Source: an optimization exercise on an open RTL-to-GDS flow (aim: small area, a short achievable clock period and few clock cycles per item). Production flows keep margins and buffers that such runs may drop. Function was checked by simulation only, so behaviour that the tests miss may differ from the original.

**design/flow/design.v**
```verilog
module fp64_mul (
    input  wire [63:0] a,
    input  wire [63:0] b,
    output reg  [63:0] y
);
    wire        sa = a[63];
    wire        sb = b[63];
    wire [10:0] ea = a[62:52];
    wire [10:0] eb = b[62:52];
    wire [51:0] fa = a[51:0];
    wire [51:0] fb = b[51:0];
    wire a_nan  = (ea == 11'h7ff) && (fa != 0);
    wire b_nan  = (eb == 11'h7ff) && (fb != 0);
    wire a_inf  = (ea == 11'h7ff) && (fa == 0);
    wire b_inf  = (eb == 11'h7ff) && (fb == 0);
    wire a_zero = (ea == 0) && (fa == 0);
    wire b_zero = (eb == 0) && (fb == 0);
    wire sy     = sa ^ sb;
    wire [52:0] ma = {ea != 0, fa};
    wire [52:0] mb = {eb != 0, fb};
    wire [12:0] xa = (ea == 0) ? 13'd1 : {2'b00, ea};
    wire [12:0] xb = (eb == 0) ? 13'd1 : {2'b00, eb};
    wire [105:0] prod = ma * mb;
    reg  [6:0]   lz;
    reg  [105:0] pn;         
    reg  signed [13:0] e;    
    reg  [7:0]   sh;         
    reg  [105:0] ps;
    reg          sticky;
    reg  [62:0]  mag;
    reg          rnd;
    integer i;
    always @* begin
        lz = 7'd0;
        for (i = 0; i <= 105; i = i + 1)
            if (prod[i]) lz = 7'd105 - i[6:0];
        pn = prod << lz;
        e  = $signed({1'b0, xa}) + $signed({1'b0, xb}) - 14'sd1022 - $signed({7'd0, lz});
        if (e >= 14'sd1)
            sh = 8'd0;
        else if (e < -14'sd120)
            sh = 8'd120;
        else
            sh = 8'd1 - e[7:0];
        ps     = pn >> sh;
        sticky = ((pn & ~({106{1'b1}} << sh)) != 0) || (ps[51:0] != 0);
        mag = {(e >= 14'sd1) ? e[10:0] : 11'd0, ps[104:53]};
        rnd = ps[52] && (sticky || ps[53]);
        if (a_nan || b_nan || (a_inf && b_zero) || (a_zero && b_inf))
            y = 64'h7FF8000000000000;
        else if (a_inf || b_inf)
            y = {sy, 11'h7ff, 52'd0};
        else if (a_zero || b_zero)
            y = {sy, 63'd0};
        else if (e >= 14'sd2047)
            y = {sy, 11'h7ff, 52'd0};
        else
            y = {sy, mag + {62'd0, rnd}};
    end
endmodule
module fp64_add (
    input  wire [63:0] a,
    input  wire [63:0] b,
    output reg  [63:0] y
);
    wire a_nan = (a[62:52] == 11'h7ff) && (a[51:0] != 0);
    wire b_nan = (b[62:52] == 11'h7ff) && (b[51:0] != 0);
    wire a_inf = (a[62:52] == 11'h7ff) && (a[51:0] == 0);
    wire b_inf = (b[62:52] == 11'h7ff) && (b[51:0] == 0);
    wire        swap = b[62:0] > a[62:0];
    wire [63:0] p = swap ? b : a;
    wire [63:0] q = swap ? a : b;
    wire [52:0] mp = {p[62:52] != 0, p[51:0]};
    wire [52:0] mq = {q[62:52] != 0, q[51:0]};
    wire [10:0] xp = (p[62:52] == 0) ? 11'd1 : p[62:52];
    wire [10:0] xq = (q[62:52] == 0) ? 11'd1 : q[62:52];
    wire [10:0] d  = xp - xq;
    wire [5:0]  dc = (d > 11'd63) ? 6'd63 : d[5:0];
    wire        sub = p[63] ^ q[63];
    wire [119:0] qs = {mq, 67'd0} >> dc;
    wire [55:0]  am = {mp, 3'b000};
    wire [55:0]  bm = {qs[119:65], qs[64] | (qs[63:0] != 0)};
    wire [56:0]  s  = sub ? ({1'b0, am} - {1'b0, bm}) : ({1'b0, am} + {1'b0, bm});
    reg  [5:0]  lz;
    reg  [5:0]  lsh;
    reg  [55:0] n;
    reg  [11:0] e;
    reg  [62:0] mag;
    reg         rnd;
    integer i;
    always @* begin
        lz  = 6'd0;
        lsh = 6'd0;
        for (i = 0; i <= 55; i = i + 1)
            if (s[i]) lz = 6'd55 - i[5:0];
        if (s[56]) begin
            n = {s[56:2], s[1] | s[0]};
            e = {1'b0, xp} + 12'd1;
        end else begin
            lsh = ({6'd0, lz} > (xp - 11'd1)) ? xp[5:0] - 6'd1 : lz;
            n = s[55:0] << lsh;
            e = {1'b0, xp} - {6'd0, lsh};
        end
        mag = {n[55] ? e[10:0] : 11'd0, n[54:3]};
        rnd = n[2] && (n[1] || n[0] || n[3]);
        if (a_nan || b_nan || (a_inf && b_inf && (a[63] != b[63])))
            y = 64'h7FF8000000000000;
        else if (a_inf)
            y = a;
        else if (b_inf)
            y = b;
        else if (s == 0)
            y = {a[63] & b[63], 63'd0};
        else if (e >= 12'd2047)
            y = {p[63], 11'h7ff, 52'd0};
        else
            y = {p[63], mag + {62'd0, rnd}};
    end
endmodule
module rrc_cfir #(
    parameter MAX_TAPS = 8
) (
    input  wire        clk,
    input  wire        rst,
    input  wire        coef_we,
    input  wire [2:0]  coef_addr,
    input  wire [63:0] coef_data,
    input  wire        start,
    input  wire [3:0]  start_ntaps,
    input  wire        in_valid,
    output wire        in_ready,
    input  wire [63:0] in_re,
    input  wire [63:0] in_im,
    output reg         out_valid,
    output reg  [63:0] out_re,
    output reg  [63:0] out_im
);
    localparam IDLE = 1'b0, BUSY = 1'b1;
    reg        state;
    reg [3:0]  ntaps;
    reg [2:0]  idx;
    reg        part;           
    reg [63:0] acc;
    reg [63:0] coef   [0:MAX_TAPS-1];
    reg [63:0] tap_re [0:MAX_TAPS-1];
    reg [63:0] tap_im [0:MAX_TAPS-1];
    assign in_ready = (state == IDLE);
    wire [63:0] c_sel = coef[idx];
    wire [63:0] t_sel = part ? tap_im[idx] : tap_re[idx];
    wire [63:0] prod;
    wire [63:0] sum;
    fp64_mul u_mul (.a(c_sel), .b(t_sel), .y(prod));
    fp64_add u_add (.a(acc),   .b(prod),  .y(sum));
    wire last_tap = ({1'b0, idx} == ntaps - 4'd1);
    integer k;
    always @(posedge clk) begin
        if (rst) begin
            state     <= IDLE;
            ntaps     <= 4'd1;
            idx       <= 3'd0;
            part      <= 1'b0;
            acc       <= 64'd0;
            out_valid <= 1'b0;
            out_re    <= 64'd0;
            out_im    <= 64'd0;
            for (k = 0; k < MAX_TAPS; k = k + 1) begin
                coef[k]   <= 64'd0;
                tap_re[k] <= 64'd0;
                tap_im[k] <= 64'd0;
            end
        end else begin
            out_valid <= 1'b0;
            case (state)
                IDLE: begin
                    if (coef_we)
                        coef[coef_addr] <= coef_data;
                    if (start) begin
                        ntaps <= start_ntaps;
                        for (k = 0; k < MAX_TAPS; k = k + 1) begin
                            tap_re[k] <= 64'd0;
                            tap_im[k] <= 64'd0;
                        end
                    end else if (in_valid) begin
                        for (k = MAX_TAPS - 1; k > 0; k = k - 1) begin
                            tap_re[k] <= tap_re[k-1];
                            tap_im[k] <= tap_im[k-1];
                        end
                        tap_re[0] <= in_re;
                        tap_im[0] <= in_im;
                        idx   <= 3'd0;
                        part  <= 1'b0;
                        acc   <= 64'd0;
                        state <= BUSY;
                    end
                end
                BUSY: begin
                    if (last_tap) begin
                        idx <= 3'd0;
                        acc <= 64'd0;
                        if (part) begin
                            out_im    <= sum;
                            out_valid <= 1'b1;
                            state     <= IDLE;
                        end else begin
                            out_re <= sum;
                            part   <= 1'b1;
                        end
                    end else begin
                        idx <= idx + 3'd1;
                        acc <= sum;
                    end
                end
            endcase
        end
    end
endmodule
```
**design/flow/run.sh**
```bash
#!/bin/bash
# synth_recipe.tcl (not shown) runs the flow's synth.tcl, then flattens the netlist and writes it again
# the make line also repeats each setting of config.mk as NAME=value (left out here)
make -C /OpenROAD-flow-scripts/flow DESIGN_CONFIG=/design/flow/config.mk WORK_HOME=/design/flow/orfs CLKGATE_MAP_FILE= SYNTH_SCRIPT=/design/flow/synth_recipe.tcl finish
```
**design/flow/config.mk**
```make
export PLATFORM = sky130hd
export DESIGN_NAME = rrc_cfir
export DESIGN_NICKNAME = rrc_cfir
export VERILOG_FILES = /design/flow/design.v
export SDC_FILE = /design/flow/constraint.sdc
export NUM_CORES = 4
export LEC_CHECK = 0
export CAP_MARGIN = 20
export CORE_MARGIN = 2
export CORE_UTILIZATION = 30
export PLACE_DENSITY = 0.4
export SLEW_MARGIN = 20
```
**design/flow/constraint.sdc**
```tcl
create_clock -name core_clock -period 50.0 [get_ports {clk}]
set_input_delay 10.0000 -clock core_clock [delete_from_list [all_inputs] [get_ports {clk}]]
set_output_delay 10.0000 -clock core_clock [all_outputs]
set_load 0.01 [all_outputs]
```
==> summary.md <==
| Metric | Value |
|---|---|
| Maxcap violations | 0 |
| CTS Sinks | 1741 |
| Adder-cell area share of the yosys netlist | 0.2912 |
| Synth Cell Area | 210900 sq um |
| Initial antenna violation count | 105 |
| Min cycle time layout | 47.17 ns |
| Synth Area in Compound Gates | 0.1977 |
| Setup CP Type | reg -> reg |
| HP Class | reg -> reg |
| Global route overflow | 0 |
| CP endpoint kind | register |
| DR WL/cell | 35.58 microns |
| Post-synthesis mux area share | 0.04023 |
| Unique masters post-synth | 180 |
| Number of port buffers | 333 |
| Ratio of cells with drive above 1 in the final layout | 0.1650 |
| Largest family of logic cells by synthesized area | adder cells |
| Antenna Violating Nets Remaining | 0 |
| Yosys warns | 5 |
| Critical path arrival | 47.90 ns |
| Total GRT Usage | 0.3425 |
| Pins Over Slew Limit | 0 |
| Vias post-DR | 208494 |
| Syn Nets | 27717 |
| Clock transition at path regs | 0.06 ns |
| Main synth FF type | dfxtp_1 |
| CTS buffer count | 202 |
| CTS root buf | clkbuf_16 |
| Fmax | 21.20 MHz |
| Post-Syn Area per Cell | 8.724 sq um |
| Core Region | 699900 sq um |
| EDFF count, synth | 512 |
| Util after Layout | 0.3573 |
| Post-Synth XOR/XNOR Area | 0.01256 |
| Num ports | 334 |
| Final wirelength | 1259 mm |
| CTS tree | built |
| RePlAce Congestion | 1.051 |
| Simple-gate area share of the yosys netlist | 0.1997 |
| Vias in the first global route | 210449 |
| Final hold violation count | 0 |
| Nets | 29428 |
| Slowest CP cell | a2111oi_2 |
| Die Footprint | 709700 sq um |
| Post-DP HPWL | 1007 mm |
| Largest stage delay, worst path | 1.01 ns |
| Die width | 842.4 microns |
| Drt pass-1 iters | 9 |
| Max transition margin | 0.1214 |
| Slew @ Worst Pin | 1.311 ns |
| Initial DRC Count | 22140 |
| CP Data Required Time | 50.73 ns |
| Final period utilization | 0.9434 |
| Largest net degree at the start of global routing | 174 |
| Worst Setup Start Kind | register |
| Worst Skew | 0.1433 ns |
| DRC errors left | 0 |
| Htree depth | 4 |
| Status | timing/DRC/antenna clean |
| Vias/cell | 5.891 |
| FF+latch area | 40000 sq um |
| Fin cells | 35389 |
| Fill count | 72909 |
| Async S/R FF share, synth | 0 |
| Multi-input logic area | 158200 sq um |
| Initial Utilization | 0.3013 |
| Most used cell, CP | a21oi_1 |
| Crit Path Max Fanout | 45 |
| Row count | 307 |
| Clock latency (worst-skew pair) | 1.01 ns |
| Die Y | 842.4 microns |
| Area growth syn-to-layout | 18.57% |
| Placed cells | 34915 |
| Clock tree buffer depth | 4 |
| Synthesized flop and latch total | 1741 |
| First-pass GRT wire length | 1741 mm |
| Final setup fails | 0 |
| Register area share after synthesis | 0.1896 |
| Post-Synthesis Cells | 24174 |
| Total negative setup slack | 0 ns |
-- layer usage --
metal / wire (microns) / part of all wire / up-vias / global-route usage
met4: 84600 / 0.067 / 68 / 0.1839
met2: 570300 / 0.45 / 9226 / 0.5512
li1: - / - / 88805 / -
met5: 469 / 0.00037 / - / 0
met1: 513400 / 0.41 / 107982 / 0.4368
met3: 90500 / 0.072 / 2413 / 0.06273
-- timing repair --
item,in CTS,in global routing
hold buffers,0,0
buffers inserted,0,31
gates resized for setup,0,62
setup endpoints to repair,0,189
-- sequential cells by signal, indices dropped and copies added, names as in the netlist, named ones only --
register and cells:
acc 64, coef 512, idx 3, ntaps 4, out_im 64, out_re 64, out_valid 1, part 1
state 1, tap_im 512, tap_re 512
-- synthesized netlist by cell type, types with 96 or more instances --
master	count	area share
a22o_1	116	0.0048
buf_6	165	0.0088
ha_1	726	0.043
o21ai_1	174	0.0041
nand4_1	257	0.0076
a21o_1	138	0.0049
nand2b_1	132	0.0039
o22ai_1	191	0.0057
inv_1	1384	0.025
clkbuf_1	1309	0.023
a211oi_1	167	0.0059
mux2i_1	287	0.014
mux2_2	152	0.0081
nor2_1	2229	0.040
mux4_2	159	0.017
o21ai_0	680	0.016
a21oi_1	911	0.022
o211ai_1	269	0.0096
buf_1	141	0.0025
dfxtp_1	1229	0.12
o2111ai_1	96	0.0040
a22oi_1	1333	0.047
nor2b_1	273	0.0081
xnor2_1	204	0.0085
buf_2	108	0.0026
and3_1	123	0.0036
a222oi_1	129	0.0061
nor4_1	168	0.0050
and2_1	790	0.023
a31oi_1	133	0.0039
nand3_1	521	0.012
or3_1	100	0.0030
nand2_1	3681	0.066
edfxtp_1	512	0.073
a221oi_1	148	0.0061
nor3_1	430	0.010
fa_1	2613	0.25
-- worst paths after layout --
path         startpoint          to  slack [ns]  cells after the start
min          out_im[38]  out_im[38]        0.45                      2
max              idx[2]  out_im[62]        2.83                    203
max reg2reg      idx[2]  out_im[62]        2.83                    203
min reg2reg  out_im[38]  out_im[38]        0.45                      2
-- metrics by stage --
| stage | worst slack (ns) | area (sq um) | hold slack, ns |
|---|---|---|---|
| 2_1_floorplan | 6.380 | 210900 | 0.4422 |
| 3_3_place_gp | 0.9163 | 242100 | 0.4389 |
| 3_5_place_dp | 1.970 | 242300 | 0.4476 |
| 4_1_cts | 1.556 | 249200 | 0.4430 |
| 5_1_grt | -0.09494 | 250000 | 0.4629 |
| 6_report | 2.831 | 250100 | 0.4506 |
-- layout by cell type, fill, tap and decap left out, drive strengths merged, types with 156 or more instances in the layout --
cell and instances:
dfxtp 1229, clkdlybuf4s50 332, inv 1397, and2 798, a211oi 178, nor3 453, o211ai 276, a22oi 1335
nand3 528, nand4 258, nor2b 275, o22ai 196, xnor2 207, buf 3044, o21ai 866, ha 726
clkbuf 285, mux2 164, a21oi 916, a221oi 156, nor2 2255, mux4 160, fa 2613, nand2 3693
mux2i 297, edfxtp 512, nor4 196
-- worst max-delay path, delay by kind of cell, from the launching register on --
family	cells	cell delay [ns]
AOI/OAI and AO/OA	91	20.45
xor gates and xnor gates	3	0.73
adders and majority gates	20	8.15
buffers and inverters	29	5.32
DFF	1	0.51
and+or+nand+nor	60	11.40
-- kinds of logic (layout without fill, tap and decap cells) --
family / count (synthesis) / in the layout
other: 0 / 71
DFF: 1741 / 1741
xor gates and xnor gates: 299 / 299
muxes: 621 / 621
AOI/OAI and AO/OA: 5778 / 5778
and+or+nand+nor: 9121 / 9125
adders and majority gates: 3340 / 3340
buffers and inverters: 3274 / 5144
-- layout make-up --
class,instances,share of cell area
antenna,71,0.0007105
clock buffer,284,0.02294
clock inverter,83,0.004488
inverter,1400,0.02109
multi-input combinational,19163,0.6328
sequential,1741,0.1600
tap,9270,0.04638
timing repair buffer,3377,0.1116
Testbench counts, summed over its fixed seeds: cycles 31,008, items 2,048.

## static timing again, ports no longer ideal
In the flow no input, the clock included, has a driving cell. The finished layout below was timed again as built, in two steps.
Step 1 sets driving cells, clkbuf_16 on the clock port and buf_2 on the other inputs (assumed; they add their load-dependent delay and slew).
Step 2 also shifts input and output timing later by t, the mid clock arrival at the registers, as if the neighbouring blocks saw the same clock.
Three values: no drivers, after step 1, after step 2; two values: the first two.
t, ns: 1.031
slack for setup (ns): 2.831 / 2.831 / 2.831
worst register clock-pin slew, ns: 0.08 / 0.08
pins driven straight from the clock port: 1
After both steps this run still meets setup and hold. The setup slack of this run moves by 0.000 ns with the drivers and by 0.000 ns with both steps.
